Context: an optimization exercise on an open-source flow, tuned for small area, a short achievable clock period and few clock cycles per item. The choices shown serve that exercise and are no tape-out recipe.
The RTL was checked by simulation tests, not by an equivalence proof against the original design.

==> config.mk <==
export PLATFORM = sky130hd
export DESIGN_NAME = sds_dither
export DESIGN_NICKNAME = sds_dither
export VERILOG_FILES = /design/flow/design.v
export SDC_FILE = /design/flow/constraint.sdc
export NUM_CORES = 4
export LEC_CHECK = 0
export CAP_MARGIN = 20
export CORE_MARGIN = 2
export CORE_UTILIZATION = 40
export SLEW_MARGIN = 20
==> constraint.sdc <==
create_clock -name core_clock -period 70.0 [get_ports {clk}]
set_input_delay 14.0000 -clock core_clock [delete_from_list [all_inputs] [get_ports {clk}]]
set_output_delay 14.0000 -clock core_clock [all_outputs]
set_load 0.01 [all_outputs]
==> design.v <==
module sds_share #(
    parameter integer W = 7
) (
    input  wire signed [12:0] e,
    output wire signed [12:0] s
);
    wire        neg = e[12];
    wire [12:0] mag = neg ? -e : e;
    wire [15:0] prod = mag * W + 16'd8;
    wire [11:0] q = prod[15:4];
    assign s = neg ? -$signed({1'b0, q}) : $signed({1'b0, q});
endmodule
module sds_clamp_add (
    input  wire        [11:0] a,
    input  wire signed [12:0] s,
    output wire        [11:0] y
);
    wire signed [14:0] sum = $signed({3'b000, a}) + s;
    assign y = sum < 0           ? 12'd0    :
               sum > 15'sd4080   ? 12'd4080 : sum[11:0];
endmodule
module sds_nearest (
    input  wire        [11:0] vr,
    input  wire        [11:0] vg,
    input  wire        [11:0] vb,
    output reg         [2:0]  idx,
    output wire signed [12:0] er,
    output wire signed [12:0] eg,
    output wire signed [12:0] eb
);
    wire [23:0] pal [0:7];
    assign pal[0] = 24'h000000;   
    assign pal[1] = 24'hFFFFFF;   
    assign pal[2] = 24'h438A1C;   
    assign pal[3] = 24'h6440FF;   
    assign pal[4] = 24'hBF0000;   
    assign pal[5] = 24'hFFF338;   
    assign pal[6] = 24'hE87E00;   
    assign pal[7] = 24'hC2A4F4;   
    wire [25:0] dsq [0:7];
    genvar i;
    generate
        for (i = 0; i < 8; i = i + 1) begin : g_dist
            wire signed [12:0] dr = $signed({1'b0, vr}) - $signed({1'b0, pal[i][23:16], 4'b0});
            wire signed [12:0] dg = $signed({1'b0, vg}) - $signed({1'b0, pal[i][15:8], 4'b0});
            wire signed [12:0] db = $signed({1'b0, vb}) - $signed({1'b0, pal[i][7:0], 4'b0});
            wire [25:0] sr = dr * dr;
            wire [25:0] sg = dg * dg;
            wire [25:0] sb = db * db;
            assign dsq[i] = sr + sg + sb;
        end
    endgenerate
    integer j;
    reg [25:0] best;
    always @(*) begin
        idx  = 3'd0;
        best = dsq[0];
        for (j = 1; j < 8; j = j + 1) begin
            if (dsq[j] < best) begin
                idx  = j[2:0];
                best = dsq[j];
            end
        end
    end
    wire [23:0] pk = pal[idx];
    assign er = $signed({1'b0, vr}) - $signed({1'b0, pk[23:16], 4'b0});
    assign eg = $signed({1'b0, vg}) - $signed({1'b0, pk[15:8], 4'b0});
    assign eb = $signed({1'b0, vb}) - $signed({1'b0, pk[7:0], 4'b0});
endmodule
module sds_dither (
    input  wire        clk,
    input  wire        rst,
    input  wire        start,
    input  wire [6:0]  cfg_width,
    input  wire [8:0]  cfg_height,
    output wire        busy,
    output reg         geom_err,
    input  wire        in_valid,
    output wire        in_ready,
    input  wire [23:0] in_rgb,
    output reg         out_valid,
    input  wire        out_ready,
    output reg  [2:0]  out_idx
);
    localparam integer MAX_W = 64;
    localparam integer MAX_H = 480;
    reg        run;            
    reg [6:0]  w;              
    reg [8:0]  h;
    reg [5:0]  x;              
    reg [8:0]  y;
    assign busy     = run | out_valid;
    assign in_ready = run & (~out_valid | out_ready);
    wire fire     = in_valid & in_ready;
    wire last_col = ({1'b0, x} == w - 7'd1);
    wire last_row = (y == h - 9'd1);
    wire geom_ok  = (cfg_width  != 7'd0) && (cfg_width  <= MAX_W) &&
                    (cfg_height != 9'd0) && (cfg_height <= MAX_H);
    always @(posedge clk) begin
        if (rst) begin
            run      <= 1'b0;
            geom_err <= 1'b0;
            w        <= 7'd0;
            h        <= 9'd0;
            x        <= 6'd0;
            y        <= 9'd0;
        end else if (!busy) begin
            if (start) begin
                geom_err <= ~geom_ok;
                run      <= geom_ok;
                w        <= cfg_width;
                h        <= cfg_height;
                x        <= 6'd0;
                y        <= 9'd0;
            end
        end else if (fire) begin
            if (last_col) begin
                x <= 6'd0;
                y <= y + 9'd1;
                if (last_row)
                    run <= 1'b0;
            end else begin
                x <= x + 6'd1;
            end
        end
    end
    reg [38:0] ebuf [0:MAX_W-1];
    reg [38:0] up_left;
    reg [38:0] e_left;
    wire has_up    = (y != 9'd0);
    wire has_left  = (x != 6'd0);
    wire has_right = !last_col;
    wire [38:0] up_mid   = has_up ? ebuf[x] : 39'd0;
    wire [38:0] up_right = (has_up && has_right) ? ebuf[x + 6'd1] : 39'd0;
    wire [38:0] up_lft   = (has_up && has_left) ? up_left : 39'd0;
    wire [38:0] lft      = has_left ? e_left : 39'd0;
    wire [11:0] v [0:2];
    wire signed [12:0] e [0:2];
    wire [2:0] k;
    genvar c;
    generate
        for (c = 0; c < 3; c = c + 1) begin : g_ch
            localparam integer PB = 16 - 8 * c;
            localparam integer EB = 26 - 13 * c;
            wire [11:0] load = {in_rgb[PB +: 8], 4'b0000};
            wire signed [12:0] s1, s5, s3, s7;
            wire [11:0] a1, a2, a3;
            sds_share #(.W(1)) u_s1 (.e(up_lft[EB +: 13]),   .s(s1));
            sds_share #(.W(5)) u_s5 (.e(up_mid[EB +: 13]),   .s(s5));
            sds_share #(.W(3)) u_s3 (.e(up_right[EB +: 13]), .s(s3));
            sds_share #(.W(7)) u_s7 (.e(lft[EB +: 13]),      .s(s7));
            sds_clamp_add u_a1 (.a(load), .s(s1), .y(a1));
            sds_clamp_add u_a2 (.a(a1),   .s(s5), .y(a2));
            sds_clamp_add u_a3 (.a(a2),   .s(s3), .y(a3));
            sds_clamp_add u_a4 (.a(a3),   .s(s7), .y(v[c]));
        end
    endgenerate
    sds_nearest u_nearest (
        .vr(v[0]), .vg(v[1]), .vb(v[2]),
        .idx(k),
        .er(e[0]), .eg(e[1]), .eb(e[2])
    );
    wire [38:0] e_cur = {e[0], e[1], e[2]};
    always @(posedge clk) begin
        if (fire) begin
            ebuf[x] <= e_cur;
            up_left <= ebuf[x];
            e_left  <= e_cur;
        end
    end
    always @(posedge clk) begin
        if (rst) begin
            out_valid <= 1'b0;
            out_idx   <= 3'd0;
        end else if (fire) begin
            out_valid <= 1'b1;
            out_idx   <= k;
        end else if (out_ready) begin
            out_valid <= 1'b0;
        end
    end
endmodule
==> run.sh <==
#!/bin/bash
# synth_recipe.tcl (not shown) runs the flow's synth.tcl, then flattens the netlist and writes it again
# the make line also repeats each setting of config.mk as NAME=value (left out here)
make -C /OpenROAD-flow-scripts/flow DESIGN_CONFIG=/design/flow/config.mk WORK_HOME=/design/flow/orfs CLKGATE_MAP_FILE= SYNTH_SCRIPT=/design/flow/synth_recipe.tcl finish
==> qor.yml <==
status: "finished clean"
finalSetupViolCount: 0
syn_avg_cell_area_um2: 12.5
synth_xor_xnor_area_share_pct: 3.73
cts_buffers: 290
min_delay_path_depth: 2
syn_area_um2: 254000
path_clk_slew_ns: 0.06
rows: 292
place_area_um2: 268000
cts-root-buf: "clkbuf_16"
grt_pass1_vias: 175224
dr.pass1.iters: 8
hp-class: "reg2reg"
fmax_ghz: 0.0154
grtUsageTotal_pct: 28.4
final_core_util_pct: 43.8
gp_congestion: 1.01
final-hold-violation-count: 0
post_cts_buffers: 0
grt_max_degree: 129
vias: 170698
post_drt_wl_per_cell_um: 31.5
tightest_slew_ns: 1.36
insertion_delay_ns: 0.97
slew_headroom_pct: 8.48
htree_levels: 5
r2r-end: "ebuf[0][11]"
drive_gt1_share_pct: 14.0
clockBufferDepth: 4
crit_path_start_kind: "input pin"
hp-start: "h[8]"
cts_tree: "done"
cts_resized: 0
seq_area_frac_synth_pct: 30.7
grt_pass1_wl_um: 1300000
holdPathEnd: "h[8]"
drc: 0
async_reset_ff_share_pct: 0
drv_slew: 0
cp_slowest_stage_delay_ns: 0.85
final_nets: 25421
r2r_slack_ns: 12.89
synth_mux_area_share_pct: 14.4
grt_setup_unrepaired: "false"
synth-simple-area-share_pct: 6.33
fin_worst_skew_ns: 0.113
avgViaCountPerCell: 5.85
critPathSlowestCell: "and2_2"
yosys.area_share.adder_pct: 33.1
setup_tns_ns: 0
holdWs_ns: 0.468
synth_edf_count: 2574
dpl_worst_slack_ns: 4.32
die_height_um: 802
die-area_um2: 643000
antenna_found_initial: 80
cts_sinks: 2617
ys_types: 107
reg2reg_depth: 215
ant_nets: 0
yosys_warnings: 2
grt_overflow: 0
first_iter_violations: 21446
layoutNonFillerInstCount: 29160
fillCellCount: 57573
io_buffers: 51
post-route-period-util_pct: 92.9
worst_slack_ns: 4.99
synthCells: 20352
ys.flop_type: "edfxtp_1"
hold_buffers: 0
placedCellCount: 28613
initial_core_util_pct: 40.2
fin_area_um2: 278000
die_x_um: 802
cp-startpoint: "in_rgb[16]"
path_max_fanout: 65
path_class: "in2reg"
coreArea_um2: 633000
required_ns: 70.62
syn2layout_area_growth_pct: 9.08
hpwl_um: 699000
worstPathArrival_ns: 65.63
synth_top_family_by_area: "adder cells"
postRouteWirelength_um: 918000
io_pins: 52
period_needed_ns: 65.01
cp-end-kind: "register"
cap_violations: 0
ys_ff_latch: 2617
synth_compound_area_share_pct: 4.70
## worst max-delay path: cells and delay by family
kind | cells | cell delay [ns]
AO/OA/AOI/OAI | 97 | 22.46
adder cells (fa/ha/maj) | 32 | 12.00
AND/OR/NAND/NOR | 46 | 8.75
buffers and inverters | 29 | 5.32
XOR/XNOR | 8 | 2.27
multiplexers | 3 | 0.64
## routing by layer
metal	track usage [%]	vias up	wire length [µm]
li1	-	69861	-
met1	37.7	88899	347000
met2	43.8	9880	410000
met3	6.86	2016	104000
met4	13.8	42	57000
met5	0	-	284
## worst max-delay path by stage
stage,to,cells after the start
after floorplan,e_left[36],216
after global placement,ebuf[34][11],217
after detailed placement,ebuf[52][11],215
after CTS,ebuf[52][11],215
after global routing,ebuf[34][11],215
final,ebuf[0][11],215
## cell type report
cell class	instances	area, µm²	share of cell area, %
well taps	8379	10500	3.78
inverters	3960	14900	5.36
clock inverters	146	1430	0.516
diodes	31	77.6	0.0279
flip-flops and latches	2617	78200	28.2
clock buffers	366	7860	2.83
repair buffers	586	4820	1.74
multi-input cells	13075	160000	57.6
## cells in the mapped netlist (all sizes together), types with 68 or more instances
cell type / n / share of area [%]
mux4: 1596 / 14
o21ai: 312 / 0.62
clkbuf: 428 / 0.63
or2: 78 / 0.19
fa: 3131 / 25
edfxtp: 2574 / 30
inv: 3912 / 5.8
nor3: 171 / 0.34
a31oi: 68 / 0.17
o21bai: 154 / 0.45
nand2: 1325 / 2.0
nand2b: 99 / 0.24
xor2: 287 / 0.99
ha: 1715 / 8.4
and3: 69 / 0.17
o21a: 84 / 0.25
a21o: 178 / 0.53
nand3: 160 / 0.32
a21oi: 627 / 1.2
nor2: 1243 / 1.8
xnor2: 791 / 2.7
and2: 104 / 0.26
buf: 273 / 0.56
or3: 71 / 0.18
nor2b: 93 / 0.23
## registers in the layout (all words and copies together), names as in the netlist, named ones only
signal and flops:
ebuf 2496, e_left 39, up_left 39, h 9
y 9, w 7, x 6, out_idx 3
geom_err 1, out_valid 1, run 1
## placed cells by master (no fill, tap or decap), drive strengths merged, types with 104 or more instances in the layout
cell type,count
fa,3131
nand3,160
xor2,287
edfxtp,2574
a21o,178
nor3,171
a21oi,627
and2,104
inv,3923
o21bai,154
nand2,1325
clkinv,157
mux4,1596
clkbuf,366
nor2,1243
xnor2,791
ha,1715
o21ai,312
buf,535
## logic make-up after synthesis
kind of cell	after synthesis
AOI/OAI and AO/OA	1858
xor gates and xnor gates	1079
adders and majority gates	4847
buffers and inverters	4661
DFF	2617
muxes	1663
other	1
and+or+nand+nor	3626
Testbench counts, summed over its fixed seeds: cycles 60,768, pixels 60,672.

[what the ideal ports hide]
In the flow no input, the clock included, has a driving cell. The finished layout below was timed again as built, in two steps. Step 1, drivers: a clkbuf_16 drives clk and a buf_2 each remaining input, both assumed. Step 2 also shifts input and output timing later by t, the mid clock arrival at the registers, as if the neighbouring blocks saw the same clock. Three values: ideal, step 1, step 2; two values: the first two.
t (ns): 1.004
setup WS [ns]: 4.987 / 5.053 / 4.049
hold WS [ns]: 0.468 / 0.468 / 0.468
worst data-port slew with drivers (ns): 0.26
After both steps this run still meets setup and hold. For this run, drivers alone change the setup slack by +0.066 ns; drivers and shift together by -0.938 ns.
